This is an optimization exercise on Yosys and OpenROAD, whose aim is small area, a short achievable clock period and few clock cycles, not a production implementation. Only simulation tests tie the RTL to the original design; equivalence was not proved. Power and IR drop assume default switching activity.

File: design/flow/config.mk
export PLATFORM = sky130hd
export DESIGN_NAME = lcb_effect_player
export DESIGN_NICKNAME = lcb_effect_player
export VERILOG_FILES = /design/flow/design.v
export SDC_FILE = /design/flow/constraint.sdc
export NUM_CORES = 4
export LEC_CHECK = 0
export CAP_MARGIN = 0
export CORE_MARGIN = 2
export CORE_UTILIZATION = 40
export PLACE_DENSITY = 0.6
export SLEW_MARGIN = 0
File: design/flow/standard.sh
#!/bin/bash
# synth_recipe.tcl (not shown) runs the flow's synth.tcl, then flattens the netlist and writes it again
# the make line also repeats each setting of config.mk as NAME=value (left out here)
make -C /OpenROAD-flow-scripts/flow DESIGN_CONFIG=/design/flow/config.mk WORK_HOME=/design/flow/orfs CLKGATE_MAP_FILE= SYNTH_SCRIPT=/design/flow/synth_recipe.tcl "${@:-finish}"
File: design/flow/design.v
module lcb_effect_player (
    input  wire        clk,
    input  wire        rst,             
    input  wire        ev_valid,
    output wire        ev_ready,
    input  wire [1:0]  ev_op,           
    input  wire [7:0]  ev_kind,         
    input  wire [23:0] ev_on,           
    input  wire [23:0] ev_off,          
    input  wire [31:0] ev_t0,
    input  wire [31:0] ev_t1,
    input  wire [31:0] ev_hold,
    input  wire [31:0] ev_repeat,
    input  wire [31:0] ev_delay,
    output wire        resp_valid,
    output wire [7:0]  resp_status,
    output wire [2:0]  resp_phase,      
    output wire [1:0]  resp_kind,
    output wire [31:0] resp_remaining,
    output wire [31:0] resp_elapsed,
    output wire        resp_armed,
    output wire [31:0] resp_count,
    output wire        sink_valid,
    output wire [23:0] sink_color       
);
    localparam [1:0] OP_TICK = 2'd0, OP_PLAY = 2'd1, OP_STOP = 2'd2, OP_QUERY = 2'd3;
    localparam [2:0] PH_IDLE       = 3'd0,
                     PH_STROBE_ON  = 3'd1,
                     PH_STROBE_OFF = 3'd2,
                     PH_FADE_IN    = 3'd3,
                     PH_FADE_HOLD  = 3'd4,
                     PH_FADE_OUT   = 3'd5,
                     PH_DELAY      = 3'd6;
    localparam [1:0] SS_OFF = 2'd0, SS_ON = 2'd1, SS_INTERP = 2'd2;
    reg [2:0]  phase;
    reg [1:0]  kind;
    reg [31:0] remaining;
    reg [31:2] el_q;                    
    wire [31:0] elapsed = {el_q, 2'b00};
    reg        armed;
    reg [31:0] count;
    reg [23:0] c_on, c_off;
    reg [31:0] t0, t1, hold;
    reg        rep_nz;                  
    reg        c1;                      
    reg        ei;                      
    reg        rdy;
    reg        pend_play;               
    reg        sink2;                   
    reg        rv, rinv;
    reg [2:0]  rph;                     
    reg [1:0]  rkd;                     
    reg        rrem31;
    reg        sv;
    reg        dgo;                     
    reg        ddone;
    reg        last;                    
    reg        wide;                    
    reg [1:0]  dst;
    reg [2:0]  dj;                      
    reg        ddbl;                    
    reg [32:0] S;                       
    reg [2:0]  tl;                      
    reg [10:0] E, Et;                   
    reg [7:0]  Q0, Q1, Q2;              
    reg        n_etc;                   
    reg        n_dbl;                   
    reg [2:0]  n_ae, n_at, n_one;       
    reg [1:0]  wcy;
    reg [1:0]  dch;                     
    reg [1:0]  wsub;                    
    reg        wchk;                    
    reg        w_t, w_el, w_20, w_inv;  
    reg        w_en, w_dbl, w_dec, w_one, w_conv, w_lastc;
    reg        cr1, cr2;                
    localparam [1:0] D_IDLE = 2'd0, D_ETC = 2'd1, D_RUN = 2'd2, D_WIDE = 2'd3;
    assign ev_ready = rdy & ~(ei & ~ddone);
    wire accept = ev_valid & ev_ready;
    assign resp_valid     = rv;
    assign resp_status    = {6'd0, rinv, 1'b0};
    assign resp_phase     = rph;
    assign resp_kind      = rkd;
    assign resp_remaining = {rrem31, remaining[30:0]};
    assign resp_elapsed   = elapsed;
    assign resp_armed     = armed;
    assign resp_count     = count;
    assign sink_valid     = sv;
    assign sink_color     = {Q0, Q1, Q2};         
    wire        fi    = (phase == PH_FADE_IN);
    wire        fi_fo = fi | (phase == PH_FADE_OUT);
    wire        t0z   = (t0 == 32'd0);
    wire        t1z   = (t1 == 32'd0);
    wire        rem1  = (remaining == 32'd1);
    wire [31:0] rem_dec = remaining - 32'd1;
    wire [31:0] el_inc  = elapsed + 32'd20;
    reg [2:0]  x_phase;
    reg [1:0]  x_kind;
    reg [31:0] x_rem, x_el, x_count;
    reg        x_armed, x_c1;
    reg        x_sink, x_sink2;
    reg [1:0]  x_ssel;
    reg        do_first, do_cc, do_fadein, do_fin;
    always @* begin
        x_phase = phase;  x_kind = kind;  x_rem = remaining;  x_el = elapsed;
        x_armed = 1'b0;  x_count = 32'd0;  x_c1 = 1'b0;
        x_sink = 1'b0;  x_sink2 = 1'b0;  x_ssel = SS_ON;
        do_first = 1'b0;  do_cc = 1'b0;  do_fadein = 1'b0;  do_fin = 1'b0;
        if (pend_play) begin
            if (count != 32'd0) begin
                x_phase = PH_DELAY;
                x_armed = 1'b1;  x_count = count;  x_c1 = (count == 32'd1);
            end else begin
                do_first = 1'b1;
            end
        end else begin
            case (phase)
            PH_DELAY: do_first = 1'b1;
            PH_STROBE_ON: begin
                x_sink = 1'b1;  x_ssel = SS_OFF;
                if (rep_nz && rem1) begin
                    do_fin = 1'b1;
                end else begin
                    if (rep_nz) x_rem = rem_dec;
                    x_phase = PH_STROBE_OFF;
                    x_armed = 1'b1;  x_count = t1z ? 32'd1 : t1;  x_c1 = (t1[31:1] == 31'd0);
                end
            end
            PH_STROBE_OFF: begin
                x_sink = 1'b1;  x_ssel = SS_ON;
                x_phase = PH_STROBE_ON;
                x_armed = 1'b1;  x_count = t0z ? 32'd1 : t0;  x_c1 = (t0[31:1] == 31'd0);
            end
            PH_FADE_IN: begin
                if (last) begin
                    x_el = 32'd0;
                    x_sink = 1'b1;  x_ssel = SS_OFF;
                    x_phase = PH_FADE_HOLD;
                    x_armed = 1'b1;  x_count = (hold == 32'd0) ? 32'd1 : hold;
                    x_c1 = (hold[31:1] == 31'd0);
                end else begin
                    x_el = el_inc;
                    x_sink = 1'b1;  x_ssel = SS_INTERP;
                    x_armed = 1'b1;  x_count = 32'd20;
                end
            end
            PH_FADE_HOLD: begin
                x_el = 32'd0;
                if (t1z) begin
                    x_sink = 1'b1;  x_ssel = SS_ON;
                    do_cc = 1'b1;
                end else begin
                    x_phase = PH_FADE_OUT;
                    x_armed = 1'b1;  x_count = 32'd20;
                end
            end
            PH_FADE_OUT: begin
                if (last) begin
                    x_el = 32'd0;
                    x_sink = 1'b1;  x_ssel = SS_ON;
                    do_cc = 1'b1;
                end else begin
                    x_el = el_inc;
                    x_sink = 1'b1;  x_ssel = SS_INTERP;
                    x_armed = 1'b1;  x_count = 32'd20;
                end
            end
            default: ;
            endcase
        end
        if (do_cc) begin
            if (rep_nz && rem1) begin
                do_fin = 1'b1;
            end else begin
                if (rep_nz) x_rem = rem_dec;
                do_fadein = 1'b1;
            end
        end
        if (do_first) begin
            x_sink = 1'b1;  x_ssel = SS_ON;
            if (kind == 2'd1) begin
                x_phase = PH_STROBE_ON;
                x_armed = 1'b1;  x_count = t0z ? 32'd1 : t0;  x_c1 = (t0[31:1] == 31'd0);
            end else begin
                do_fadein = 1'b1;
            end
        end
        if (do_fadein) begin
            x_el = 32'd0;
            if (t0z) begin
                x_sink2 = 1'b1;
                x_phase = PH_FADE_HOLD;
                x_armed = 1'b1;  x_count = (hold == 32'd0) ? 32'd1 : hold;
                x_c1 = (hold[31:1] == 31'd0);
            end else begin
                x_phase = PH_FADE_IN;
                x_armed = 1'b1;  x_count = 32'd20;
            end
        end
        if (do_fin) begin
            x_phase = PH_IDLE;  x_kind = 2'd0;  x_rem = 32'd0;  x_el = 32'd0;
            x_armed = 1'b0;  x_count = 32'd0;  x_c1 = 1'b0;
        end
    end
    wire kind_ok = (ev_kind == 8'd1) || (ev_kind == 8'd2);
    wire expire  = armed & c1;
    wire sel_x   = pend_play | (accept & (ev_op == OP_TICK) & expire);
    wire q_ld    = (sel_x & x_sink & (x_ssel != SS_INTERP)) | sink2;
    wire [23:0] q_col = (sel_x & (x_ssel == SS_ON)) ? c_on : c_off;
    always @(posedge clk) begin
        if (rst) begin
            phase <= PH_IDLE;  kind <= 2'd0;  remaining <= 32'd0;  el_q <= 30'd0;
            armed <= 1'b0;  count <= 32'd0;
            c1 <= 1'b0;  ei <= 1'b0;  rdy <= 1'b1;  pend_play <= 1'b0;  sink2 <= 1'b0;
            rv <= 1'b0;  rinv <= 1'b0;  sv <= 1'b0;
            dgo <= 1'b0;
        end else begin
            rv <= 1'b0;
            sv <= 1'b0;
            dgo <= 1'b0;
            if (sel_x) begin
                pend_play <= 1'b0;
                phase <= x_phase;  kind <= x_kind;  remaining <= x_rem;  el_q <= x_el[31:2];
                armed <= x_armed;  count <= x_count;  c1 <= x_c1;  ei <= 1'b0;
                sv <= x_sink;
                sink2 <= x_sink2;  rdy <= ~x_sink2;
                dgo <= ~x_sink2;                         
            end else if (sink2) begin
                sink2 <= 1'b0;
                sv <= 1'b1;
                rdy <= 1'b1;
                dgo <= 1'b1;
            end else if (accept) begin
                if (ev_op != OP_TICK) begin
                    rph <= phase;  rkd <= kind;  rrem31 <= remaining[31];
                end
                case (ev_op)
                OP_TICK: begin
                    if (armed) begin
                        count <= count - 32'd1;
                        c1 <= (count == 32'd2);
                        ei <= (count == 32'd2) & fi_fo;
                    end
                end
                OP_PLAY: begin
                    rv <= 1'b1;
                    rinv <= ~kind_ok;
                    if (kind_ok) begin
                        kind <= ev_kind[1:0];
                        c_on <= ev_on;  c_off <= ev_off;
                        t0 <= ev_t0;  t1 <= ev_t1;  hold <= ev_hold;
                        rep_nz <= (ev_repeat != 32'd0);
                        remaining <= ev_repeat;
                        el_q <= 30'd0;
                        phase <= PH_IDLE;
                        armed <= 1'b0;  count <= ev_delay;  c1 <= 1'b0;  ei <= 1'b0;
                        pend_play <= 1'b1;
                        rdy <= 1'b0;
                    end
                end
                OP_STOP: begin
                    rv <= 1'b1;
                    rinv <= 1'b0;
                    phase <= PH_IDLE;  kind <= 2'd0;  remaining <= 32'd0;  el_q <= 30'd0;
                    armed <= 1'b0;  count <= 32'd0;  c1 <= 1'b0;  ei <= 1'b0;
                    dgo <= 1'b1;
                end
                default: begin                           
                    rv <= 1'b1;
                    rinv <= 1'b0;
                end
                endcase
            end
        end
    end
    wire [31:0] tsel = fi ? t0 : t1;
    wire        wide_now = (tsel[31:10] != 22'd0);
    function [5:0] sd_all(input [23:0] a, input [23:0] b, input [2:0] j, input f);
        reg [7:0] a0, a1, a2, b0, b1, b2;
        begin
            a0 = a[23:16];  a1 = a[15:8];  a2 = a[7:0];
            b0 = b[23:16];  b1 = b[15:8];  b2 = b[7:0];
            sd_all = f ? {a2[j], b2[j], a1[j], b1[j], a0[j], b0[j]}
                       : {b2[j], a2[j], b1[j], a1[j], b0[j], a0[j]};
        end
    endfunction
    wire [5:0]  sd_j = sd_all(c_on, c_off, dj, fi);         
    wire [5:0]  sd_7 = sd_all(c_on, c_off, 3'd7, fi);       
    wire [1:0]  sdw  = (dch == 2'd0) ? sd_j[1:0] : (dch == 2'd1) ? sd_j[3:2] : sd_j[5:4];
    function [8:0] nclass(input [5:0] sd);
        integer k;
        reg [1:0] p;
        begin
            for (k = 0; k < 3; k = k + 1) begin
                p = sd[2*k +: 2];
                nclass[k]     = (p == 2'b01);
                nclass[3 + k] = (p == 2'b10);
                nclass[6 + k] = (p == 2'b11);
            end
        end
    endfunction
    wire [2:0]  selE  = (n_ae & tl) | (n_at & ~tl);
    wire [2:0]  selEt = (n_ae & ~tl) | (n_at & tl);
    wire [2:0]  inv   = n_at | ({3{n_dbl}} & ~tl) | {2'b00, n_etc} | {3{w_inv}};
    wire        selTn = n_dbl | n_etc;
    wire [32:0] t33   = {1'b0, tsel};
    wire [32:0] el33  = {1'b0, elapsed};
    wire [10:0] b0 = ({11{selTn | w_t}} & t33[10:0]) | ({11{selE[0]}} & E) | ({11{selEt[0]}} & Et)
                   | ({11{w_el}} & el33[10:0]) | ({11{w_20}} & 11'd20);
    wire [10:0] b1 = ({11{selTn}} & tsel[10:0]) | ({11{selE[1]}} & E) | ({11{selEt[1]}} & Et)
                   | ({11{w_t}} & t33[21:11]) | ({11{w_el}} & el33[21:11]);
    wire [10:0] b2 = ({11{selTn}} & tsel[10:0]) | ({11{selE[2]}} & E) | ({11{selEt[2]}} & Et)
                   | ({11{w_t}} & t33[32:22]) | ({11{w_el}} & el33[32:22]);
    wire        sh  = n_dbl | w_dbl;
    wire [10:0] a0 = sh ? {S[9:0], 1'b0} : S[10:0];
    wire [10:0] a1 = sh ? {S[20:11], wide & S[10]} : S[21:11];
    wire [10:0] a2 = sh ? {S[31:22], wide & S[21]} : S[32:22];
    wire        ci1 = wide ? cr1 : inv[1];
    wire        ci2 = wide ? cr2 : inv[2];
    function [11:0] lane_add(input [10:0] a, input [10:0] b, input ci);
        reg [12:0] sum;
        begin
            sum = {1'b0, a, 1'b1} + {1'b0, b, ci};
            lane_add = sum[12:1];
        end
    endfunction
    wire [11:0] r0 = lane_add(a0, b0 ^ {11{inv[0]}}, inv[0]);
    wire [11:0] r1 = lane_add(a1, b1 ^ {11{inv[1]}}, ci1);
    wire [11:0] r2 = lane_add(a2, b2 ^ {11{inv[2]}}, ci2);
    wire [32:0] rw = {r2[10:0], r1[10:0], r0[10:0]};
    wire [2:0]  sg = {r2[10], r1[10], r0[10]};
    wire        wlast = (dst == D_WIDE) & (wcy == 2'd3);    
    wire [2:0]  wch   = {dch == 2'd2, dch == 2'd1, dch == 2'd0};
    wire [2:0]  nen   = {3{n_dbl}} | n_ae | n_at;           
    wire [2:0]  qsh = {3{n_dbl}} | ({3{wlast & w_dbl}} & wch);
    wire [2:0]  qin = n_ae | n_at | n_one | ({3{wlast & (w_dec | w_one)}} & wch);
    wire [2:0]  dg  = n_one | (nen & ~sg) | {3{w_one | ((w_dbl | w_dec) & ~sg[2])}};
    wire [7:0]  Q0i = Q0 + 8'd1, Q1i = Q1 + 8'd1, Q2i = Q2 + 8'd1;
    wire [7:0]  Q0a = n_dbl | w_dbl ? {Q0[6:0], 1'b1} : Q0i,  Q0b = n_dbl | w_dbl ? {Q0[6:0], 1'b0} : Q0;
    wire [7:0]  Q1a = n_dbl | w_dbl ? {Q1[6:0], 1'b1} : Q1i,  Q1b = n_dbl | w_dbl ? {Q1[6:0], 1'b0} : Q1;
    wire [7:0]  Q2a = n_dbl | w_dbl ? {Q2[6:0], 1'b1} : Q2i,  Q2b = n_dbl | w_dbl ? {Q2[6:0], 1'b0} : Q2;
    always @(posedge clk) begin
        if (q_ld) begin
            {Q0, Q1, Q2} <= q_col;
        end else if (dgo) begin
            Q0 <= 8'd0;  Q1 <= 8'd0;  Q2 <= 8'd0;
        end else begin
            if (qsh[0] | qin[0]) Q0 <= dg[0] ? Q0a : Q0b;
            if (qsh[1] | qin[1]) Q1 <= dg[1] ? Q1a : Q1b;
            if (qsh[2] | qin[2]) Q2 <= dg[2] ? Q2a : Q2b;
        end
    end
    wire        w_nextch = wlast & (w_dec | w_one | (~w_en & ~w_dbl & ~wchk)) & (dj == 3'd0)
                         & (dch != 2'd2);
    wire        s_clr = n_etc | (wlast & w_lastc) | w_nextch;
    always @(posedge clk) begin
        if (dgo) begin
            S <= wide_now ? 33'd0 : {22'd0, el_inc[10:0]};
            tl <= 3'b000;
        end else if (s_clr) begin
            S <= 33'd0;
            tl <= 3'b000;
        end else if (wide) begin
            if (wlast & w_en) S <= rw;
            if (wlast & w_conv) tl[0] <= 1'b1;
            else if (wlast & (w_dbl | w_dec)) tl[0] <= sg[2];
        end else begin
            if (nen[0]) begin S[10:0]  <= r0[10:0]; tl[0] <= sg[0]; end
            if (nen[1]) begin S[21:11] <= r1[10:0]; tl[1] <= sg[1]; end
            if (nen[2]) begin S[32:22] <= r2[10:0]; tl[2] <= sg[2]; end
        end
    end
    always @(posedge clk) begin
        if (rst) begin
            dst <= D_IDLE;
            ddone <= 1'b0;
            n_etc <= 1'b0;  n_dbl <= 1'b0;  n_ae <= 3'b000;  n_at <= 3'b000;  n_one <= 3'b000;
            w_t <= 1'b0;  w_el <= 1'b0;  w_20 <= 1'b0;  w_inv <= 1'b0;
            w_en <= 1'b0;  w_dbl <= 1'b0;  w_dec <= 1'b0;  w_one <= 1'b0;  w_conv <= 1'b0;
            w_lastc <= 1'b0;
        end else if (dgo) begin
            ddone <= 1'b0;
            wide <= wide_now;
            E <= el_inc[10:0];
            dj <= 3'd7;  ddbl <= 1'b0;  dch <= 2'd0;  wsub <= 2'd0;  wcy <= 2'd0;  wchk <= 1'b1;
            n_etc <= ~wide_now;  n_dbl <= 1'b0;  n_ae <= 3'b000;  n_at <= 3'b000;  n_one <= 3'b000;
            w_t <= 1'b0;  w_el <= 1'b0;  w_20 <= 1'b0;  w_inv <= 1'b0;
            w_en <= 1'b0;  w_dbl <= 1'b0;  w_dec <= 1'b0;  w_one <= 1'b0;  w_conv <= 1'b0;
            w_lastc <= 1'b0;
            dst <= wide_now ? D_WIDE : D_ETC;
        end else begin
            case (dst)
            D_ETC: begin                                 
                Et <= r0[10:0];
                last <= r0[11];                          
                n_etc <= 1'b0;
                {n_one, n_at, n_ae} <= nclass(sd_7);     
                dst <= D_RUN;
            end
            D_RUN: begin
                if (n_dbl) begin                         
                    n_dbl <= 1'b0;
                    {n_one, n_at, n_ae} <= nclass(sd_j);
                end else if (dj == 3'd0) begin
                    {n_one, n_at, n_ae} <= 9'd0;
                    dst <= D_IDLE;
                    ddone <= 1'b1;
                end else begin                           
                    {n_one, n_at, n_ae} <= 9'd0;
                    n_dbl <= 1'b1;
                    dj <= dj - 3'd1;
                end
            end
            D_WIDE: begin
                wcy <= wcy + 2'd1;
                cr1 <= r0[11];
                cr2 <= r1[11];
                if (wcy == 2'd0) begin
                    w_t <= 1'b0;  w_el <= 1'b0;  w_20 <= 1'b0;  w_inv <= 1'b0;
                    w_en <= 1'b0;  w_dbl <= 1'b0;  w_dec <= 1'b0;  w_one <= 1'b0;
                    w_conv <= 1'b0;  w_lastc <= 1'b0;
                    if (wchk) begin                      
                        w_en <= 1'b1;
                        case (wsub)
                            2'd0:    w_el <= 1'b1;
                            2'd1:    w_20 <= 1'b1;
                            default: begin w_t <= 1'b1; w_inv <= 1'b1; w_lastc <= 1'b1; end
                        endcase
                    end else if (ddbl) begin             
                        w_en <= 1'b1;  w_dbl <= 1'b1;  w_t <= 1'b1;  w_inv <= ~tl[0];
                    end else if (sdw == 2'b11) begin
                        w_one <= 1'b1;
                    end else if (sdw != 2'b00) begin
                        w_en <= 1'b1;
                        if (!tl[0]) begin                
                            w_conv <= 1'b1;  w_t <= 1'b1;  w_inv <= 1'b1;
                        end else if (sdw == 2'b01) begin    
                            if (wsub == 2'd0) w_el <= 1'b1; else w_20 <= 1'b1;
                            w_dec <= (wsub == 2'd1);
                        end else begin                   
                            case (wsub)
                                2'd0:    w_t <= 1'b1;
                                2'd1:    begin w_el <= 1'b1; w_inv <= 1'b1; end
                                default: begin w_20 <= 1'b1; w_inv <= 1'b1; end
                            endcase
                            w_dec <= (wsub == 2'd2);
                        end
                    end
                end
                if (wcy == 2'd3) begin
                    if (wchk) begin
                        wsub <= wsub + 2'd1;
                        if (w_lastc) begin
                            last <= ~sg[2];
                            wsub <= 2'd0;
                            wchk <= 1'b0;
                        end
                    end else if (w_dbl) begin
                        ddbl <= 1'b0;
                    end else if (w_conv) begin
                    end else if (w_en & ~w_dec) begin
                        wsub <= wsub + 2'd1;
                    end else begin                       
                        wsub <= 2'd0;
                        if (dj == 3'd0) begin
                            if (dch == 2'd2) begin
                                dst <= D_IDLE;
                                ddone <= 1'b1;
                            end else begin
                                dch <= dch + 2'd1;
                                dj <= 3'd7;
                            end
                        end else begin
                            dj <= dj - 3'd1;
                            ddbl <= 1'b1;
                        end
                    end
                end
            end
            default: ;
            endcase
        end
    end
endmodule
File: design/flow/flow/run.sh
#!/bin/bash
# The standard layout (the standard.sh: standard synthesis, ORFS floorplan to final) with
# these changes to how it is made:
#  - timing repair aims for SETUP_SLACK_MARGIN ns of setup slack rather than 0, so the
#    resizer keeps shortening paths below the clock period;
#  - the port buffers that buffer_ports inserts on every input and output are buf_1 cells;
#  - clock tree synthesis builds the tree from clkbuf_8 cells and adds no dummy loads.
# The SDC, the clock period and every other setting are the standard flow's. ORFS's output goes to
# flow.log.
set -euo pipefail
bash standard.sh SETUP_SLACK_MARGIN=${MARGIN:-8.0} \
    BUFFER_PORTS_ARGS="-buffer_cell sky130_fd_sc_hd__buf_1" \
    CTS_ARGS="-sink_clustering_enable -repair_clock_nets -dont_use_dummy_load -buf_list sky130_fd_sc_hd__clkbuf_8" \
    finish > flow.log 2>&1
File: design/flow/constraint.sdc
create_clock -name core_clock -period 12.0 [get_ports {clk}]
set_input_delay 2.4000 -clock core_clock [delete_from_list [all_inputs] [get_ports {clk}]]
set_output_delay 2.4000 -clock core_clock [all_outputs]
set_load 0.01 [all_outputs]
==> flow_summary.json, run 1 <==
{
  "grt_pass1_vias": 20500,
  "synth_edf_count": 243,
  "dieArea_sq_mm": 0.0592,
  "synth.distinct_cells": 85,
  "top_layer_used": "met5",
  "fillers": 5363,
  "worstHoldStart": "kind[1]",
  "fmax_mhz": 228,
  "power_mw": 4.16,
  "cp-end-kind": "flip-flop",
  "max-vdd-ir-drop_mv": 0.0860,
  "r2r_cells": 16,
  "grt_max_degree": 74,
  "worst_hold_slack_ns": 0.456,
  "coreArea_sq_mm": 0.0565,
  "antenna_found_initial": 2,
  "final_antenna_net_count": 0,
  "cts-hold-fix-buffers": 0,
  "clkSinkCount": 379,
  "finalSetupViolCount": 0,
  "numPortBuffers": 348,
  "overflow": 0,
  "seq_area_frac_synth": 0.438,
  "drcViolationCount": 0,
  "status": "timing/DRC/antenna clean",
  "wirelength_microns": 85100,
  "whs_path_depth": 0,
  "wirelength_met1_microns": 36800,
  "fin_crit_sh": 0.365,
  "clk_pin_slew_worst_paths_ns": 0.05,
  "startpoint": "phase[2]",
  "via_count": 22200,
  "clock_skew_ns": 0.0622,
  "grt_pass1_wl_microns": 125000,
  "cp_max_fo": 7,
  "gp_congestion": 0.989,
  "drt_iter0_markers": 2613,
  "wl_per_cell_microns": 23.6,
  "cts_root_buf": "clkbuf_8",
  "die_w_microns": 243,
  "power_density_mw_per_mm2": 151,
  "synth_seq_cells": 379,
  "finalHoldViolCount": 0,
  "synthToLayoutAreaGrowth_pct": 20.6,
  "htree_levels": 3,
  "r2r-start": "phase[2]",
  "async_flop_share": 0,
  "min_path_type": "reg2reg",
  "slowest_stage": "or3b_4",
  "required_ns": 12.42,
  "rows": 87,
  "grt_usage": 0.272,
  "slowest_delay_ns": 0.45,
  "critPathArrivalTime_ns": 4.80,
  "synth_area_sq_mm": 0.0229,
  "yosys_warnings": 1,
  "viasPerCell": 6.15,
  "syn_area_per_cell_sq_um": 9.20,
  "min_period_ns": 4.38,
  "startpoint_type": "flip-flop",
  "dp_hpwl_microns": 59800,
  "crit_family": "compound AO/OA/AOI/OAI gates",
  "slew_headroom": 0.149,
  "cp_num_cells": 16,
  "layout-drive-gt1-share": 0.140,
  "io_pins": 358,
  "dr_wl_met2_microns": 37800,
  "leakagePower_nw": 9.70,
  "syn_inst": 2489,
  "cts_tree": "built",
  "initial_utilization": 0.405,
  "report.final.slew_viol_count": 0,
  "clock_path_buffers": 3,
  "drt-pass1-iter-count": 10,
  "crit_path_cell_trace": "nand3b_1 -> buf_4 -> buf_12 -> mux2i_4 -> o22ai_2 -> a221oi_2 -> xor2_1 -> ha_1 -> o311a_1 -> o211ai_1 -> a21oi_2 -> or3b_4 -> a31o_4 -> o31a_4 -> o2111a_1 -> a311o_1",
  "nNetsFinal": 3136,
  "crit_type": "reg2reg",
  "drv_cap": 0,
  "rsz0062_at_grt": "true",
  "fp.dieH_microns": 243,
  "route.met3.wl_microns": 7890,
  "placed_area_sq_mm": 0.0248,
  "cts_buffers": 70,
  "fin_setup_tns_ns": 0,
  "worstSkewPairLatency_ns": 0.68,
  "critPathBufInv": 2,
  "synth_flop_cell": "edfxtp_1",
  "final_area_sq_mm": 0.0276,
  "tightestPinTransition_ns": 1.27
}
## per-layer routing
metal / track usage / vias up
met5: 0 / -
met4: 0.0855 / 2
met3: 0.0488 / 198
met2: 0.415 / 1199
met1: 0.390 / 10800
li1: - / 10000
## placed cells by master (no fill, tap or decap), types with 22 or more instances in the layout
cell,instances
o22ai_1,27
a21oi_1,146
buf_1,343
nand3_1,42
nor2_1,213
or3_1,24
buf_4,89
clkbuf_8,70
nor3_1,71
nand2_1,312
dfxtp_1,123
ha_1,59
xor2_1,47
o21ai_1,43
a22oi_1,32
a221oi_1,24
nand2b_1,22
a222oi_1,42
inv_1,49
edfxtp_1,243
nand4_1,27
xnor2_1,74
o21ai_0,100
nor4_1,54
mux2i_1,43
## worst paths after layout
check             endpoint  slack, ns
setup / recovery     Q1[4]       7.62
setup reg to reg     Q1[4]       7.62
hold reg to reg     rkd[1]       0.46
hold / removal      rkd[1]       0.46
## Yosys cell counts, types with 26 or more instances
library cell | count | share of area
a221oi_1 | 26 | 0.0099
xor2_1 | 48 | 0.018
buf_4 | 42 | 0.014
nand4_1 | 27 | 0.0074
nor3_1 | 86 | 0.019
xnor2_1 | 76 | 0.029
o22ai_1 | 28 | 0.0077
nor2_1 | 223 | 0.037
mux2i_1 | 61 | 0.027
nand3_1 | 44 | 0.0096
ha_1 | 61 | 0.033
a22oi_1 | 37 | 0.012
nor4_1 | 59 | 0.016
or3_1 | 28 | 0.0077
nand2_1 | 320 | 0.052
o21ai_0 | 149 | 0.033
edfxtp_1 | 243 | 0.32
a222oi_1 | 42 | 0.018
dfxtp_1 | 136 | 0.12
clkbuf_1 | 132 | 0.022
a21oi_1 | 161 | 0.035
inv_1 | 51 | 0.0084
## registers in the layout, summed over array words and instances (netlist names), 8 cells and up
| register | flops |
|---|---|
| E | 9 |
| Et | 11 |
| Q0 | 8 |
| Q1 | 8 |
| Q2 | 8 |
| S | 33 |
| c_off | 24 |
| c_on | 24 |
| count | 32 |
| el_q | 30 |
| hold | 32 |
| remaining | 32 |
| t0 | 32 |
| t1 | 32 |
## layout make-up
class / instances / area (sq um) / share of cell area
antenna: 1 / 2.50 / 0.0000906
clock buffer: 70 / 963 / 0.0349
inverter: 52 / 215 / 0.00779
multi-input combinational: 1881 / 12900 / 0.465
sequential: 379 / 10100 / 0.364
tap: 756 / 946 / 0.0343
timing repair buffer: 468 / 2580 / 0.0933
## per-stage QoR
step                      instances   util  setup WS (ns)
final                          3607  0.489           7.62
after global routing           3606  0.489           7.50
after CTS                      3563  0.477           7.68
after detailed placement       3436  0.440           6.50
after global placement         3436  0.440           6.53
after floorplan                2497      -           3.88
## power breakdown
| group | leakage [nW] | total, mW | internal [mW] | switching (mW) |
|---|---|---|---|---|
| registers | 3.31 | 1.63 | 1.54 | 0.0957 |
| logic | 5.88 | 1.50 | 0.667 | 0.832 |
| clock network | 0.503 | 1.03 | 0.513 | 0.514 |
## logic make-up (layout without fill, tap and decap cells)
family	after synthesis	count (layout)	share of synthesized area
xor gates and xnor gates	124	124	0.0474
and+or+nand+nor	922	924	0.189
AOI/OAI and AO/OA	672	674	0.199
DFF	379	379	0.438
muxes	83	86	0.0434
other	1	10	0.000164
adders and majority gates	64	64	0.0355
buffers and inverters	244	590	0.0481
## what timing repair did
| action | in CTS | in global routing |
|---|---|---|
| gates resized for setup | 132 | 72 |
| pin swaps | 52 | 43 |
| setup endpoints to repair | 316 | 188 |
| endpoints found under the hold margin | 0 | 0 |
| gates cloned | 11 | 3 |
| setup buffers | 46 | 40 |
Testbench counts, summed over its fixed seeds: cycles 48,260.
==> inputs of run 2 (changes only) <==
==> design/flow/flow/run.sh (replaced) <==
#!/bin/bash
# The standard layout (the standard.sh: standard synthesis, ORFS floorplan to final) with
# these changes to how it is made:
#  - timing repair aims for SETUP_SLACK_MARGIN ns of setup slack rather than 0, so the
#    resizer keeps shortening paths below the clock period;
#  - the port buffers that buffer_ports inserts on every input and output are buf_1 cells;
#  - clock tree synthesis builds the tree from clkbuf_8 cells, in clusters of up to 15 registers, and adds no dummy loads.
# The SDC, the clock period and every other setting are the standard flow's. ORFS's output goes to
# flow.log.
set -euo pipefail
bash standard.sh SETUP_SLACK_MARGIN=${MARGIN:-8.0} \
    BUFFER_PORTS_ARGS="-buffer_cell sky130_fd_sc_hd__buf_1" \
    CTS_ARGS="-sink_clustering_enable -repair_clock_nets -dont_use_dummy_load -buf_list sky130_fd_sc_hd__clkbuf_8 -sink_clustering_size 15 -sink_clustering_max_diameter 60" \
    finish > flow.log 2>&1
--- a/design/flow/config.mk
+++ b/design/flow/config.mk
@@ -6,7 +6,7 @@
 export NUM_CORES = 4
 export LEC_CHECK = 0
-export CAP_MARGIN = 0
+export CAP_MARGIN = 20
 export CORE_MARGIN = 2
 export CORE_UTILIZATION = 40
 export PLACE_DENSITY = 0.6
-export SLEW_MARGIN = 0
+export SLEW_MARGIN = 20
==> run 2 against run 1 <==
- register-to-register slack better by 0.03 ns
- cell count down 0.64%
- largest power group unchanged
- synthesized area unchanged
- clock skew up 0.016 ns
- wire length about the same
- flip-flop and latch count unchanged
- power down 5.6%
==> flow_summary.json, run 2 <==
{
  "die_w_microns": 243,
  "synth.distinct_cells": 85,
  "synth-compound-area-share": 0.199,
  "via_count": 21900,
  "power_mw": 3.93,
  "seq_area_frac_synth": 0.438,
  "min_path_type": "reg2reg",
  "synth_flop_cell": "edfxtp_1",
  "htree_levels": 2,
  "pwr-share-seq": 0.414,
  "dp_hpwl_microns": 59800,
  "slew_headroom": 0.207,
  "swShare": 0.356,
  "required_ns": 12.38,
  "max-vdd-ir-drop_mv": 0.0963,
  "clk_pin_slew_worst_paths_ns": 0.07,
  "cts_root_buf": "clkbuf_8",
  "coreArea_sq_mm": 0.0565,
  "viasPerCell": 6.12,
  "final_cell_mix": "buf_1 (344), nand2_1 (315), edfxtp_1 (243)",
  "nNetsFinal": 3113,
  "fmax_mhz": 230,
  "async_flop_share": 0,
  "yosysTopAreaCellShare": 0.319,
  "cp_max_fo": 8,
  "grt_pass1_vias": 20300,
  "wirelength_microns": 85000,
  "synth_area_sq_mm": 0.0229,
  "worstSkewPairLatency_ns": 0.65,
  "clock_skew_ns": 0.0783,
  "layout-drive-gt1-share": 0.137,
  "synth_seq_cells": 379,
  "critPathArrivalTime_ns": 4.73,
  "grt_usage": 0.270,
  "finalSetupViolCount": 0,
  "crit_type": "reg2reg",
  "numPortBuffers": 348,
  "clock_path_buffers": 3,
  "synth_simple_gate_area_frac": 0.189,
  "yosys.area.top_type": "edfxtp_1",
  "synth_xor_area_frac": 0.0474,
  "drt-pass1-iter-count": 12,
  "drt_iter0_markers": 2656,
  "dieArea_sq_mm": 0.0592,
  "comb_power_share": 0.385,
  "io_pins": 358,
  "antenna_found_initial": 3,
  "initial_utilization": 0.405,
  "synth_top_family_by_area": "compound AO/OA/AOI/OAI gates",
  "synthToLayoutAreaGrowth_pct": 20.1,
  "synth_edf_count": 243,
  "grt_max_degree": 73,
  "status": "timing/DRC/antenna clean",
  "grt_pass1_wl_microns": 125000,
  "final_common_cell": "buf_1",
  "regMostFlops": "S",
  "synth_area_leaders": "edfxtp_1 (32%), dfxtp_1 (12%), nand2_1 (5.2%), nor2_1 (3.7%), a21oi_1 (3.5%)",
  "rows": 87,
  "rsz0062_at_grt": "true",
  "cts_tree": "built",
  "synth.mux.area_fraction": 0.0434,
  "yosys_warnings": 1,
  "syn_area_per_cell_sq_um": 9.20,
  "fin_setup_tns_ns": 0,
  "drv_cap": 0,
  "overflow": 0,
  "fin_crit_sh": 0.363,
  "post-place-ws_ns": 6.49,
  "syn_inst": 2489,
  "gp_congestion": 0.989,
  "startpoint_type": "flip-flop",
  "final_antenna_net_count": 0,
  "p_int_mw": 2.53,
  "cp-end-kind": "flip-flop",
  "tightestPinTransition_ns": 1.19,
  "power_density_mw_per_mm2": 143,
  "yosysMostFrequentCell": "nand2_1",
  "fp.dieH_microns": 243,
  "worst_slack_ns": 7.65,
  "min_period_ns": 4.35,
  "wl_per_cell_microns": 23.7,
  "cts_buffers": 43,
  "largest_reg_flops": 33,
  "clkSinkCount": 379,
  "report.final.slew_viol_count": 0,
  "drcViolationCount": 0,
  "leakagePower_nw": 9.58,
  "synth_fa_ha_area_frac": 0.0355,
  "clkPwrFrac": 0.200,
  "finalHoldViolCount": 0,
  "yosys-top-cells-count": "nand2_1 (320), edfxtp_1 (243), nor2_1 (223), a21oi_1 (161), o21ai_0 (149)",
  "cts-hold-fix-buffers": 0,
  "p_switching_mw": 1.40
}
-- run 2: cell types whose count changed in the layout (fill, tap and decap cells not counted), sizes merged --
| cell | before | now |
|---|---|---|
| o31a | 10 | 9 |
| clkbuf | 74 | 52 |
-- run 2: power groups by stage --
stage               registers, mW  logic (mW)  clock network (mW)
CTS                          1.62        1.40               0.797
finish                       1.63        1.51               0.786
global placement             1.64        1.21                   0
floorplan                    1.62       0.960                   0
detailed placement           1.65        1.24                   0
global route                 1.63        1.65               0.840
-- run 2: kinds of logic (layout without fill, tap and decap cells) --
group | count (synthesis) | count (layout)
buf+inv | 244 | 568
other cells | 1 | 10
simple gates | 922 | 924
mux | 83 | 86
xor+xnor | 124 | 124
compound gates | 672 | 673
flops | 379 | 379
fa+ha+maj | 64 | 64
-- run 2: through the flow --
| stage | hold slack [ns] | area [sq um] | utilization | std cells |
|---|---|---|---|---|
| after floorplan | 0.407 | 23600 | - | 2497 |
| after global placement | 0.423 | 24800 | 0.440 | 3436 |
| after detailed placement | 0.435 | 24800 | 0.440 | 3436 |
| after CTS | 0.454 | 26700 | 0.473 | 3541 |
| after global routing | 0.474 | 27500 | 0.487 | 3583 |
| final | 0.460 | 27500 | 0.487 | 3584 |
-- run 2: timing repair --
item                                    in CTS  in global routing
endpoints found under the setup margin     317                263
setup buffers                               51                 33
cloned                                      11                  9
resized for setup                          152                 74
endpoints found under the hold margin        0                  0
pin swaps                                   56                 43
-- run 2: worst paths after layout --
path | start | to | slack, ns | depth (start not counted)
hold / removal | kind[1] | rkd[1] | 0.46 | 0
setup / recovery | phase[2] | Q1[6] | 7.65 | 16
hold reg to reg | kind[1] | rkd[1] | 0.46 | 0
setup reg to reg | phase[2] | Q1[6] | 7.65 | 16
-- run 2: area by class of cell --
cell class / count / area [sq um]
Antenna cell: 1 / 2.50
Clock buffer: 43 / 592
Fill cell: 5365 / 29000
Inverter: 52 / 215
Multi-Input combinational cell: 1880 / 12900
Sequential cell: 379 / 10100
Tap cell: 756 / 946
Timing Repair Buffer: 473 / 2770
-- run 2: critical path, stage by stage (launching register included) --
cell and delay [ns]:
dfxtp_4 0.37, nand3b_1 0.11, buf_4 0.16, buf_12 0.16
mux2i_4 0.26, o22ai_1 0.12, a221oi_2 0.37, xor2_1 0.26
ha_1 0.26, o311a_1 0.13, o211ai_1 0.26, a21oi_2 0.13
or3b_4 0.44, a31o_4 0.24, o31a_4 0.34, o2111a_1 0.25
a311o_1 0.27
-- run 2: per-layer routing --
metal,track usage,part of all wire,up-vias
met3,0.0419,0.095,185
met4,0.0724,0.029,2
met1,0.390,0.43,10600
li1,-,-,9962
met2,0.419,0.45,1225
met5,0,0.00012,-
==> inputs of run 3 (changes only) <==
--- a/design/flow/config.mk
+++ b/design/flow/config.mk
@@ -8,5 +8,5 @@
 export CAP_MARGIN = 20
 export CORE_MARGIN = 2
-export CORE_UTILIZATION = 40
-export PLACE_DENSITY = 0.6
+export CORE_UTILIZATION = 50
+export PLACE_DENSITY = 0.65
 export SLEW_MARGIN = 20
==> run 3 against run 2 <==
- critical path depth down 2
- highest routed layer is now met4
- core utilization up 12 points
- largest cell class unchanged
- clock-buffer cell count down 4
- sequential share of layout area up 0.23 points
- setup slack worse by 0.0046 ns
- synthesized area unchanged
- cell area down 0.68%
- clock skew down 0.0056 ns
==> flow_summary.json, run 3 <==
{
  "status": "timing/DRC/antenna clean",
  "post-place-ws_ns": 6.27,
  "min_path_type": "reg2reg",
  "clock_path_buffers": 3,
  "grt_usage": 0.335,
  "synth_flop_cell": "edfxtp_1",
  "final_common_cell": "buf_1",
  "power_mw": 3.92,
  "wirelength_microns": 83500,
  "grt_pass1_vias": 20000,
  "nNetsFinal": 3119,
  "regArea_sq_mm": 0.0101,
  "wirelength_met1_microns": 34200,
  "antenna_found_initial": 0,
  "worst_slack_ns": 7.65,
  "io_pins": 358,
  "cts_buffers": 39,
  "max-vdd-ir-drop_mv": 0.0944,
  "clock_skew_ns": 0.0727,
  "yosysMostFrequentCell": "nand2_1",
  "numPortBuffers": 348,
  "synth_edf_count": 243,
  "syn_area_per_cell_sq_um": 9.20,
  "syn_inst": 2489,
  "synth_seq_cells": 379,
  "placed_area_sq_mm": 0.0246,
  "synth_area_sq_mm": 0.0229,
  "final_area_sq_mm": 0.0273,
  "grt_max_degree": 72,
  "regMostFlops": "S",
  "dieArea_sq_mm": 0.0475,
  "yosys_warnings": 1,
  "min_period_ns": 4.35,
  "num_antenna_cells": 0,
  "slowest_delay_ns": 0.44,
  "worstSkewPairLatency_ns": 0.66,
  "layout-drive-gt1-share": 0.144,
  "drt-pass1-iter-count": 9,
  "startpoint_type": "flip-flop",
  "fillers": 3940,
  "clkSinkCount": 379,
  "top_layer_used": "met4",
  "route.met3.wl_microns": 9440,
  "finalSetupViolCount": 0,
  "grt_pass1_wl_microns": 122000,
  "cts_tree": "built",
  "rrSetupSlack_ns": 7.65,
  "slew_headroom": 0.257,
  "fmax_mhz": 230,
  "largest_reg_flops": 33,
  "gp_congestion": 0.993,
  "crit_path_cell_trace": "mux2_4 -> buf_4 -> a222oi_1 -> o21ai_0 -> a21oi_1 -> xor2_1 -> ha_1 -> a21o_1 -> or3b_4 -> a31o_4 -> o31a_4 -> buf_6 -> o2111a_1 -> a311o_1",
  "synth.distinct_cells": 85,
  "yosys-top-cells-count": "nand2_1 (320), edfxtp_1 (243), nor2_1 (223), a21oi_1 (161), o21ai_0 (149)",
  "cp-end-kind": "flip-flop",
  "overflow": 0,
  "via_count": 22200,
  "coreArea_sq_mm": 0.0453,
  "power_density_mw_per_mm2": 143,
  "htree_levels": 2,
  "async_flop_share": 0,
  "worst_hold_slack_ns": 0.473,
  "initial_utilization": 0.506,
  "critPathBufInv": 2,
  "drt_iter0_markers": 3081,
  "rows": 78,
  "tightestPinTransition_ns": 1.11,
  "required_ns": 12.39,
  "yosysTopAreaCellShare": 0.319,
  "yosys.area.top_type": "edfxtp_1",
  "seq_area_frac_synth": 0.438,
  "clk_pin_slew_worst_paths_ns": 0.10,
  "dp_hpwl_microns": 58800,
  "crit_type": "reg2reg",
  "final_cell_mix": "buf_1 (344), nand2_1 (311), edfxtp_1 (243)",
  "rsz0062_at_grt": "true",
  "multiInputGateArea_sq_mm": 0.0130,
  "critPathArrivalTime_ns": 4.75,
  "fin_crit_sh": 0.363,
  "cts_root_buf": "clkbuf_8",
  "crit_family": "compound AO/OA/AOI/OAI gates",
  "viasPerCell": 6.48,
  "cp_max_fo": 8,
  "synth_area_leaders": "edfxtp_1 (32%), dfxtp_1 (12%), nand2_1 (5.2%), nor2_1 (3.7%), a21oi_1 (3.5%)",
  "synthToLayoutAreaGrowth_pct": 19.3,
  "finalHoldViolCount": 0,
  "slowest_stage": "or3b_4",
  "drcViolationCount": 0,
  "report.final.slew_viol_count": 0,
  "fp.dieH_microns": 218,
  "final_antenna_net_count": 0,
  "leakagePower_nw": 9.58,
  "drv_cap": 0,
  "die_w_microns": 218,
  "wl_per_cell_microns": 24.3,
  "dr_wl_met2_microns": 36700,
  "fin_setup_tns_ns": 0
}
## run 3: layout make-up
class                   count  share of cell area
flip-flops and latches    379               0.368
multi-input cells        1879               0.475
well taps                 600              0.0275
clock buffers              39              0.0196
inverters                  52             0.00788
repair buffers            484               0.102
## run 3: metrics by stage
| stage | cells | utilization |
|---|---|---|
| after floorplan | 2497 | - |
| after global placement | 3278 | 0.544 |
| after detailed placement | 3278 | 0.544 |
| after CTS | 3386 | 0.585 |
| after global routing | 3433 | 0.603 |
| final | 3433 | 0.603 |
## run 3: kinds of logic (layout without fill, tap and decap cells)
kind of cell	after synthesis	count (layout)	synth area share
flip-flops	379	379	0.438
XOR/XNOR	124	124	0.0474
adder cells (fa/ha/maj)	64	64	0.0355
other	1	9	0.000164
AND/OR/NAND/NOR	922	925	0.189
AO/OA/AOI/OAI	672	674	0.199
multiplexers	83	83	0.0434
buffers and inverters	244	575	0.0481
## run 3: power breakdown
part	internal (mW)	switching [mW]
Combinational	0.703	0.857
Sequential	1.53	0.0892
Clock	0.290	0.445
Total	2.53	1.39
## run 3: worst paths after layout
path,start,endpoint,cells past startpoint
worst min register to register,kind[1],rkd[1],0
worst max register to register,tl[2],Q1[7],14
worst min-delay path,kind[1],rkd[1],0
worst max-delay path,tl[2],Q1[7],14
## run 3: per-layer routing
metal | vias to the layer above | track usage
met2 | 1408 | 0.505
met3 | 213 | 0.0675
met5 | - | 0
met1 | 10600 | 0.480
met4 | 0 | 0.115
li1 | 9976 | -
## run 3: worst reg2reg max path: stages, from the launching register on
cell      delay (ns)
dfxtp_4         0.39
mux2_4          0.37
buf_4           0.18
a222oi_1        0.38
o21ai_0         0.15
a21oi_1         0.27
xor2_1          0.21
ha_1            0.29
a21o_1          0.24
or3b_4          0.44
a31o_4          0.25
o31a_4          0.33
buf_6           0.14
o2111a_1        0.22
a311o_1         0.28
## run 3: timing repair
| item | in CTS | in global routing |
|---|---|---|
| endpoints found under the hold margin | 0 | 0 |
| buffers inserted | 59 | 44 |
| gates resized for setup | 147 | 102 |
| pin swaps | 47 | 59 |
| endpoints found under the setup margin | 317 | 153 |
| hold buffers | 0 | 0 |
| cloned | 10 | 3 |
==> inputs of run 4 (changes only) <==
--- a/design/flow/flow/run.sh
+++ b/design/flow/flow/run.sh
@@ -9,5 +9,5 @@
 # flow.log.
 set -euo pipefail
-bash standard.sh SETUP_SLACK_MARGIN=${MARGIN:-8.0} \
+bash standard.sh SETUP_SLACK_MARGIN=${MARGIN:-8.25} \
     BUFFER_PORTS_ARGS="-buffer_cell sky130_fd_sc_hd__buf_1" \
     CTS_ARGS="-sink_clustering_enable -repair_clock_nets -dont_use_dummy_load -buf_list sky130_fd_sc_hd__clkbuf_8 -sink_clustering_size 15 -sink_clustering_max_diameter 60" \
--- a/design/flow/config.mk
+++ b/design/flow/config.mk
@@ -8,5 +8,5 @@
 export CAP_MARGIN = 20
 export CORE_MARGIN = 2
-export CORE_UTILIZATION = 50
-export PLACE_DENSITY = 0.65
+export CORE_UTILIZATION = 40
+export PLACE_DENSITY = 0.6
 export SLEW_MARGIN = 20
==> run 4 against run 3 <==
- flip-flop and latch count unchanged
- still clean on timing, DRC and antenna
- largest cell class unchanged
- sequential share of layout area decreased by 2.0 points
- wire length increased by 5.6%
==> flow_summary.json, run 4 <==
{
  "grt_pass1_wl_microns": 129000,
  "synth_area_sq_mm": 0.0229,
  "synth_flop_cell": "edfxtp_1",
  "cp_max_fo": 8,
  "syn_area_per_cell_sq_um": 9.20,
  "synth_area_leaders": "edfxtp_1 (32%), dfxtp_1 (12%), nand2_1 (5.2%), nor2_1 (3.7%), a21oi_1 (3.5%)",
  "rrSetupSlack_ns": 7.59,
  "yosysMostFrequentCell": "nand2_1",
  "final_cell_mix": "buf_1 (339), nand2_1 (311), edfxtp_1 (243)",
  "min_path_type": "reg2reg",
  "clk_pin_slew_worst_paths_ns": 0.10,
  "tightestPinTransition_ns": 1.11,
  "drt_iter0_markers": 2534,
  "cts_buffers": 40,
  "via_count": 22600,
  "grt_pass1_vias": 20800,
  "cts_root_buf": "clkbuf_8",
  "io_pins": 358,
  "report.final.slew_viol_count": 0,
  "final_area_sq_mm": 0.0290,
  "clkSinkCount": 379,
  "synth_fa_ha_area_frac": 0.0355,
  "slew_headroom": 0.260,
  "drt-pass1-iter-count": 10,
  "r2r-start": "tl[1]",
  "critPathArrivalTime_ns": 4.78,
  "layout-drive-gt1-share": 0.196,
  "synth_top_family_by_area": "compound AO/OA/AOI/OAI gates",
  "wl_per_cell_microns": 24.1,
  "yosys_warnings": 1,
  "synth.mux.area_fraction": 0.0434,
  "worstSkewPairLatency_ns": 0.66,
  "p_switching_mw": 1.43,
  "r2r_cells": 13,
  "swShare": 0.358,
  "fmax_mhz": 227,
  "synth_simple_gate_area_frac": 0.189,
  "crit_type": "reg2reg",
  "required_ns": 12.37,
  "cp-end-kind": "flip-flop",
  "yosys.area.top_type": "edfxtp_1",
  "clock_skew_ns": 0.0849,
  "yosysTopAreaCellShare": 0.319,
  "seq_area_frac_synth": 0.438,
  "async_flop_share": 0,
  "largest_reg_flops": 33,
  "final_antenna_net_count": 0,
  "dp_hpwl_microns": 60100,
  "die_w_microns": 243,
  "power_mw": 4.01,
  "rsz0062_at_grt": "true",
  "pwr-share-seq": 0.402,
  "overflow": 0,
  "fp.dieH_microns": 243,
  "synth_seq_cells": 379,
  "synth-compound-area-share": 0.199,
  "startpoint_type": "flip-flop",
  "wirelength_microns": 88200,
  "rows": 87,
  "coreArea_sq_mm": 0.0565,
  "finalHoldViolCount": 0,
  "startpoint": "tl[1]",
  "drcViolationCount": 0,
  "syn_inst": 2489,
  "leakagePower_nw": 10.3,
  "multiInputGateArea_sq_mm": 0.0135,
  "placed_area_sq_mm": 0.0249,
  "max-vdd-ir-drop_mv": 0.0821,
  "synth_edf_count": 243,
  "synthToLayoutAreaGrowth_pct": 26.7,
  "antenna_found_initial": 1,
  "finalSetupViolCount": 0,
  "p_int_mw": 2.57,
  "htree_levels": 2,
  "numPortBuffers": 348,
  "fin_crit_sh": 0.367,
  "worstSetupEndpoint": "Q1[4]",
  "min_period_ns": 4.41,
  "dieArea_sq_mm": 0.0592,
  "fin_setup_tns_ns": 0,
  "clock_path_buffers": 3,
  "final_common_cell": "buf_1",
  "status": "timing/DRC/antenna clean",
  "nNetsFinal": 3186,
  "clkPwrFrac": 0.190,
  "initial_utilization": 0.405,
  "synth_xor_area_frac": 0.0474,
  "grt_usage": 0.280,
  "grt_max_degree": 65,
  "comb_power_share": 0.408,
  "gp_congestion": 0.977,
  "yosys-top-cells-count": "nand2_1 (320), edfxtp_1 (243), nor2_1 (223), a21oi_1 (161), o21ai_0 (149)",
  "fillers": 5206,
  "cts_tree": "built",
  "worstReg2RegEnd": "Q1[4]",
  "viasPerCell": 6.18,
  "regArea_sq_mm": 0.0101,
  "drv_cap": 0,
  "power_density_mw_per_mm2": 138,
  "regMostFlops": "S",
  "synth.distinct_cells": 85
}
run 4: cells by family after synthesis:
| kind of cell | Yosys count |
|---|---|
| adder cells (fa/ha/maj) | 64 |
| flip-flops | 379 |
| buffers and inverters | 244 |
| other | 1 |
| XOR/XNOR | 124 |
| AO/OA/AOI/OAI | 672 |
| AND/OR/NAND/NOR | 922 |
| multiplexers | 83 |
run 4: what timing repair did:
item                                    4_1_cts  5_1_grt
pin swaps                                    72      131
resized for setup                           249      176
gates cloned                                 15       10
setup buffers                                96       62
hold buffers                                  0        0
endpoints found under the setup margin      367      292
run 4: stage by stage:
step | cells | setup WS, ns | hold slack [ns] | utilization
6_report | 3657 | 7.59 | 0.457 | 0.514
5_1_grt | 3657 | 7.52 | 0.492 | 0.514
4_1_cts | 3584 | 7.69 | 0.465 | 0.487
3_5_place_dp | 3433 | 6.47 | 0.442 | 0.441
3_3_place_gp | 3432 | 6.48 | 0.433 | 0.440
2_1_floorplan | 2497 | 3.88 | 0.407 | -
run 4: final cells by class:
class,count,share of cell area
multi-input cells,1883,0.467
clock buffers,40,0.0190
flip-flops and latches,379,0.348
inverters,52,0.00742
diodes,1,0.0000862
repair buffers,546,0.126
well taps,756,0.0326
run 4: worst min path at each step:
stage             start      to  slack [ns]  cells past startpoint
2_1_floorplan  phase[0]  rph[0]        0.41                      0
3_3_place_gp    kind[1]  rkd[1]        0.43                      0
3_5_place_dp    kind[1]  rkd[1]        0.44                      0
4_1_cts         kind[1]  rkd[1]        0.46                      0
5_1_grt         kind[1]  rkd[1]        0.49                      0
6_report        kind[1]  rkd[1]        0.46                      0
run 4: critical path: stages, from the launching register on:
cell and delay [ns]:
dfxtp_4 0.37, mux2_4 0.36, a222oi_1 0.69, o221ai_1 0.32
xnor2_1 0.27, ha_1 0.29, a21o_1 0.21, a21o_1 0.17
a211oi_2 0.17, o31a_1 0.26, mux2i_4 0.11, o31a_4 0.40
o2111a_1 0.25, a311o_1 0.27
run 4: power by group through the flow:
stage          logic (mW)  registers, mW  clock network (mW)
2_1_floorplan       0.965           1.62                   0
3_3_place_gp         1.21           1.64                   0
3_5_place_dp         1.24           1.64                   0
4_1_cts              1.47           1.61               0.769
5_1_grt              1.77           1.62               0.813
6_report             1.63           1.61               0.762
run 4: routing by layer:
layer | vias up | track usage | part of all wire
met1 | 11000 | 0.398 | 0.42
met4 | 0 | 0.0846 | 0.032
li1 | 10100 | - | -
met2 | 1292 | 0.433 | 0.45
met5 | - | 0 | 0
met3 | 180 | 0.0490 | 0.099
==> inputs of run 5 (changes only) <==
--- a/design/flow/design.v
+++ b/design/flow/design.v
@@ -335,8 +335,16 @@
     wire [2:0]  qin = n_ae | n_at | n_one | ({3{wlast & (w_dec | w_one)}} & wch);
     wire [2:0]  dg  = n_one | (nen & ~sg) | {3{w_one | ((w_dbl | w_dec) & ~sg[2])}};
+    reg  [2:0]  pq_sh, pq_in, pq_dg;
+    always @(posedge clk) begin
+        if (dgo) begin
+            pq_sh <= 3'b000;  pq_in <= 3'b000;  pq_dg <= 3'b000;
+        end else begin
+            pq_sh <= qsh;  pq_in <= qin;  pq_dg <= dg;
+        end
+    end
     wire [7:0]  Q0i = Q0 + 8'd1, Q1i = Q1 + 8'd1, Q2i = Q2 + 8'd1;
-    wire [7:0]  Q0a = n_dbl | w_dbl ? {Q0[6:0], 1'b1} : Q0i,  Q0b = n_dbl | w_dbl ? {Q0[6:0], 1'b0} : Q0;
-    wire [7:0]  Q1a = n_dbl | w_dbl ? {Q1[6:0], 1'b1} : Q1i,  Q1b = n_dbl | w_dbl ? {Q1[6:0], 1'b0} : Q1;
-    wire [7:0]  Q2a = n_dbl | w_dbl ? {Q2[6:0], 1'b1} : Q2i,  Q2b = n_dbl | w_dbl ? {Q2[6:0], 1'b0} : Q2;
+    wire [7:0]  Q0a = pq_sh[0] ? {Q0[6:0], 1'b1} : Q0i,  Q0b = pq_sh[0] ? {Q0[6:0], 1'b0} : Q0;
+    wire [7:0]  Q1a = pq_sh[1] ? {Q1[6:0], 1'b1} : Q1i,  Q1b = pq_sh[1] ? {Q1[6:0], 1'b0} : Q1;
+    wire [7:0]  Q2a = pq_sh[2] ? {Q2[6:0], 1'b1} : Q2i,  Q2b = pq_sh[2] ? {Q2[6:0], 1'b0} : Q2;
     always @(posedge clk) begin
         if (q_ld) begin
@@ -345,7 +353,7 @@
             Q0 <= 8'd0;  Q1 <= 8'd0;  Q2 <= 8'd0;
         end else begin
-            if (qsh[0] | qin[0]) Q0 <= dg[0] ? Q0a : Q0b;
-            if (qsh[1] | qin[1]) Q1 <= dg[1] ? Q1a : Q1b;
-            if (qsh[2] | qin[2]) Q2 <= dg[2] ? Q2a : Q2b;
+            if (pq_sh[0] | pq_in[0]) Q0 <= pq_dg[0] ? Q0a : Q0b;
+            if (pq_sh[1] | pq_in[1]) Q1 <= pq_dg[1] ? Q1a : Q1b;
+            if (pq_sh[2] | pq_in[2]) Q2 <= pq_dg[2] ? Q2a : Q2b;
         end
     end
==> run 5 against run 4 <==
- critical endpoint is now t0[2]
- maximum frequency up 15%
- combinational power is 4% lower
- die area increased by 3.3%
- worst hold slack improved by 0.023 ns
- non-clock buffer count fell by 1
- via count rose by 2.8%
- critical path depth did not move
- sequential share of layout area increased by 0.54 points
- clock power increased by 4.3%
- register-to-register slack gained 0.62 ns
- first-iteration DRC count grew 18%
- clock-buffer cell count increased by 2
- still clean on timing, DRC and antenna
==> flow_summary.json, run 5 <==
{
  "status": "timing/DRC/antenna clean",
  "grt_max_degree": 63,
  "async_flop_share": 0,
  "seq_area_frac_synth": 0.431,
  "drt_iter0_markers": 3001,
  "p_switching_mw": 1.45,
  "placed_area_sq_mm": 0.0255,
  "synth_flop_cell": "edfxtp_1",
  "synth_area_sq_mm": 0.0237,
  "cts_tree": "built",
  "finalSetupViolCount": 0,
  "yosysTopAreaCellShare": 0.308,
  "slew_headroom": 0.312,
  "syn_inst": 2565,
  "startpoint_type": "primary input",
  "fillers": 5567,
  "clk_pin_slew_worst_paths_ns": 0.09,
  "power_density_mw_per_mm2": 139,
  "wl_per_cell_microns": 25.2,
  "grt_pass1_wl_microns": 135000,
  "yosys.area.top_type": "edfxtp_1",
  "syn_area_per_cell_sq_um": 9.23,
  "final_area_sq_mm": 0.0292,
  "dp_hpwl_microns": 63100,
  "clkSinkCount": 388,
  "gp_congestion": 0.961,
  "grt_pass1_vias": 21500,
  "die_w_microns": 247,
  "regMostFlops": "S",
  "yosysMostFrequentCell": "nor2_1",
  "cts_root_buf": "clkbuf_8",
  "synth_edf_count": 243,
  "worstSkewPairLatency_ns": 0.67,
  "final_common_cell": "buf_1",
  "layout-drive-gt1-share": 0.181,
  "required_ns": 12.38,
  "cp_num_cells": 13,
  "io_pins": 358,
  "nNetsFinal": 3254,
  "synth_seq_cells": 388,
  "drcViolationCount": 0,
  "cts-hold-fix-buffers": 0,
  "fin_setup_tns_ns": 0,
  "max-vdd-ir-drop_mv": 0.0865,
  "drt-pass1-iter-count": 6,
  "overflow": 0,
  "htree_levels": 2,
  "synthToLayoutAreaGrowth_pct": 23.3,
  "viasPerCell": 6.21,
  "tightestPinTransition_ns": 1.02,
  "coreArea_sq_mm": 0.0588,
  "post-place-ws_ns": 5.94,
  "comb_power_share": 0.386,
  "fp.dieH_microns": 247,
  "report.final.slew_viol_count": 0,
  "clock_path_buffers": 3,
  "clkPwrFrac": 0.196,
  "fmax_mhz": 260,
  "rrSetupSlack_ns": 8.21,
  "crit_type": "in2reg",
  "min_period_ns": 3.84,
  "critPathBufInv": 8,
  "worstSetupEndpoint": "t0[2]",
  "yosys_warnings": 1,
  "via_count": 23200,
  "crit_path_cell_trace": "buf_12 -> inv_12 -> ha_4 -> and2_4 -> a31o_4 -> or3_4 -> nor2_4 -> buf_12 -> buf_12 -> buf_8 -> buf_12 -> buf_12 -> buf_16",
  "leakagePower_nw": 10.3,
  "cp-end-kind": "flip-flop",
  "synth_area_leaders": "edfxtp_1 (31%), dfxtp_1 (12%), nor2_1 (4.4%), nand2_1 (4.1%), a21oi_1 (3.9%)",
  "drv_cap": 0,
  "finalHoldViolCount": 0,
  "cts_buffers": 42,
  "min_path_type": "reg2reg",
  "pwr-share-seq": 0.418,
  "swShare": 0.356,
  "cp_common_cell": "buf_12",
  "grt_usage": 0.293,
  "rows": 89,
  "worst_slack_ns": 8.16,
  "numPortBuffers": 348,
  "clock_skew_ns": 0.0564,
  "r2r_cells": 14,
  "wirelength_microns": 94100,
  "critPathArrivalTime_ns": 4.22,
  "largest_reg_flops": 33,
  "cp_max_fo": 5,
  "dieArea_sq_mm": 0.0611,
  "final_cell_mix": "buf_1 (333), nor2_1 (267), nand2_1 (249)",
  "p_int_mw": 2.62,
  "rsz0062_at_grt": "true",
  "initial_utilization": 0.402,
  "antenna_found_initial": 2,
  "slowest_delay_ns": 0.35,
  "r2r-start": "n_at[2]",
  "synth.distinct_cells": 95,
  "final_antenna_net_count": 0,
  "worstReg2RegEnd": "tl[0]",
  "slowest_stage": "or3_4",
  "crit_family": "buffers and inverters",
  "power_mw": 4.06,
  "yosys-top-cells-count": "nor2_1 (278), nand2_1 (256), edfxtp_1 (243), a21oi_1 (186), o21ai_0 (179)",
  "fin_crit_sh": 0.320,
  "startpoint": "ev_op[1]"
}
## run 5: changes by cell type after synthesis, sizes merged, moves of 12 or more
cell / previous run / this run
a211oi: 24 / 59
nand2: 321 / 257
a22oi: 37 / 55
a222oi: 42 / 30
o22ai: 28 / 11
a221oi: 26 / 45
o221ai: 16 / 0
nor2: 223 / 279
nor3: 86 / 98
o21ai: 150 / 186
a21oi: 161 / 186
mux2i: 61 / 48
mux2: 10 / 41
## run 5: final cells by class
class,count,area [sq um],share of cell area
multi-input combinational,1937,13200,0.452
sequential,388,10300,0.353
timing repair buffer,545,3880,0.133
tap,773,967,0.0332
clock buffer,42,578,0.0198
inverter,57,241,0.00828
antenna,1,2.50,0.0000858
## run 5: worst min-delay path, stage by stage (launching register included)
cell and delay [ns]:
dfxtp_1 0.31, nand2_1 0.05, a31oi_1 0.07
## run 5: kinds of logic after synthesis
logic type,count (synthesis),synth area share
adders and majority gates,62,0.0334
buffers and inverters,256,0.0502
AOI/OAI and AO/OA,729,0.204
other,1,0.000158
and+or+nand+nor,907,0.185
DFF,388,0.431
xor gates and xnor gates,121,0.0448
muxes,101,0.0512
## run 5: through the flow
step	std cells	hold WS [ns]	util
floorplan	2573	0.429	-
global placement	3526	0.477	0.434
detailed placement	3527	0.474	0.434
CTS	3684	0.483	0.480
global route	3743	0.511	0.496
finish	3743	0.480	0.496
## run 5: power by group through the flow
| stage | registers [mW] | clock network [mW] | logic, mW |
|---|---|---|---|
| floorplan | 1.69 | 0 | 1.03 |
| global placement | 1.73 | 0 | 1.28 |
| detailed placement | 1.74 | 0 | 1.31 |
| CTS | 1.69 | 0.808 | 1.46 |
| global route | 1.71 | 0.851 | 1.71 |
| finish | 1.70 | 0.795 | 1.57 |
## run 5: worst min path at each step
stage | from | endpoint | slack [ns] | cells past startpoint
2_1_floorplan | remaining[31] | rrem31 | 0.43 | 0
6_report | w_el | w_el | 0.48 | 2
3_3_place_gp | w_el | w_el | 0.48 | 2
5_1_grt | remaining[31] | rrem31 | 0.51 | 0
3_5_place_dp | w_el | w_el | 0.47 | 2
4_1_cts | w_el | w_el | 0.48 | 2
## run 5: per-layer routing
layer	GRT usage	wire, microns
met3	0.0488	9330
met4	0.115	4050
met2	0.461	42400
met5	0	0
met1	0.402	38400
## run 5: repair_timing
| item | 4_1_cts | 5_1_grt |
|---|---|---|
| buffers inserted | 87 | 48 |
| gates cloned | 28 | 10 |
| pin swaps | 31 | 58 |
| resized for setup | 193 | 99 |
| endpoints found under the setup margin | 415 | 263 |
| hold endpoints to repair | 0 | 0 |
Testbench counts of run 5, summed over its fixed seeds: cycles 48,260.

static timing again, ports no longer ideal:
The results above use ideal ports. As a check the final layouts listed here were re-extracted and re-timed, cells and wires unchanged. Step 1 (the two cells are an assumption about what drives the block):
set clk [get_ports {clk}]
set_driving_cell -lib_cell sky130_fd_sc_hd__clkbuf_16 $clk
set_driving_cell -lib_cell sky130_fd_sc_hd__buf_2 [delete_from_list [all_inputs] $clk]
Step 2 moves the port delays by t, midway between the first and last clock arrival at a register: inputs arrive t later, outputs are due t later. That takes back most of the time a late clock gives input paths. Slacks: no drivers / after step 1 / after step 2; pairs: no drivers / after step 1.
run | shift t [ns] | slack for setup (ns) | worst register clock-pin slew, ns
run 1 | 0.707 | 7.617 / 7.617 / 7.282 | 0.07 / 0.07
run 2 | 0.669 | 7.650 / 7.650 / 7.241 | 0.10 / 0.10
run 3 | 0.677 | 7.645 / 7.645 / 7.217 | 0.10 / 0.10
run 4 | 0.677 | 7.591 / 7.591 / 7.356 | 0.11 / 0.11
run 5 | 0.696 | 8.159 / 8.140 / 7.458 | 0.10 / 0.10
After both steps every run listed still meets setup and hold. The setup slack of run 5, which loses most, moves by -0.019 ns with the drivers and by -0.701 ns with both steps.
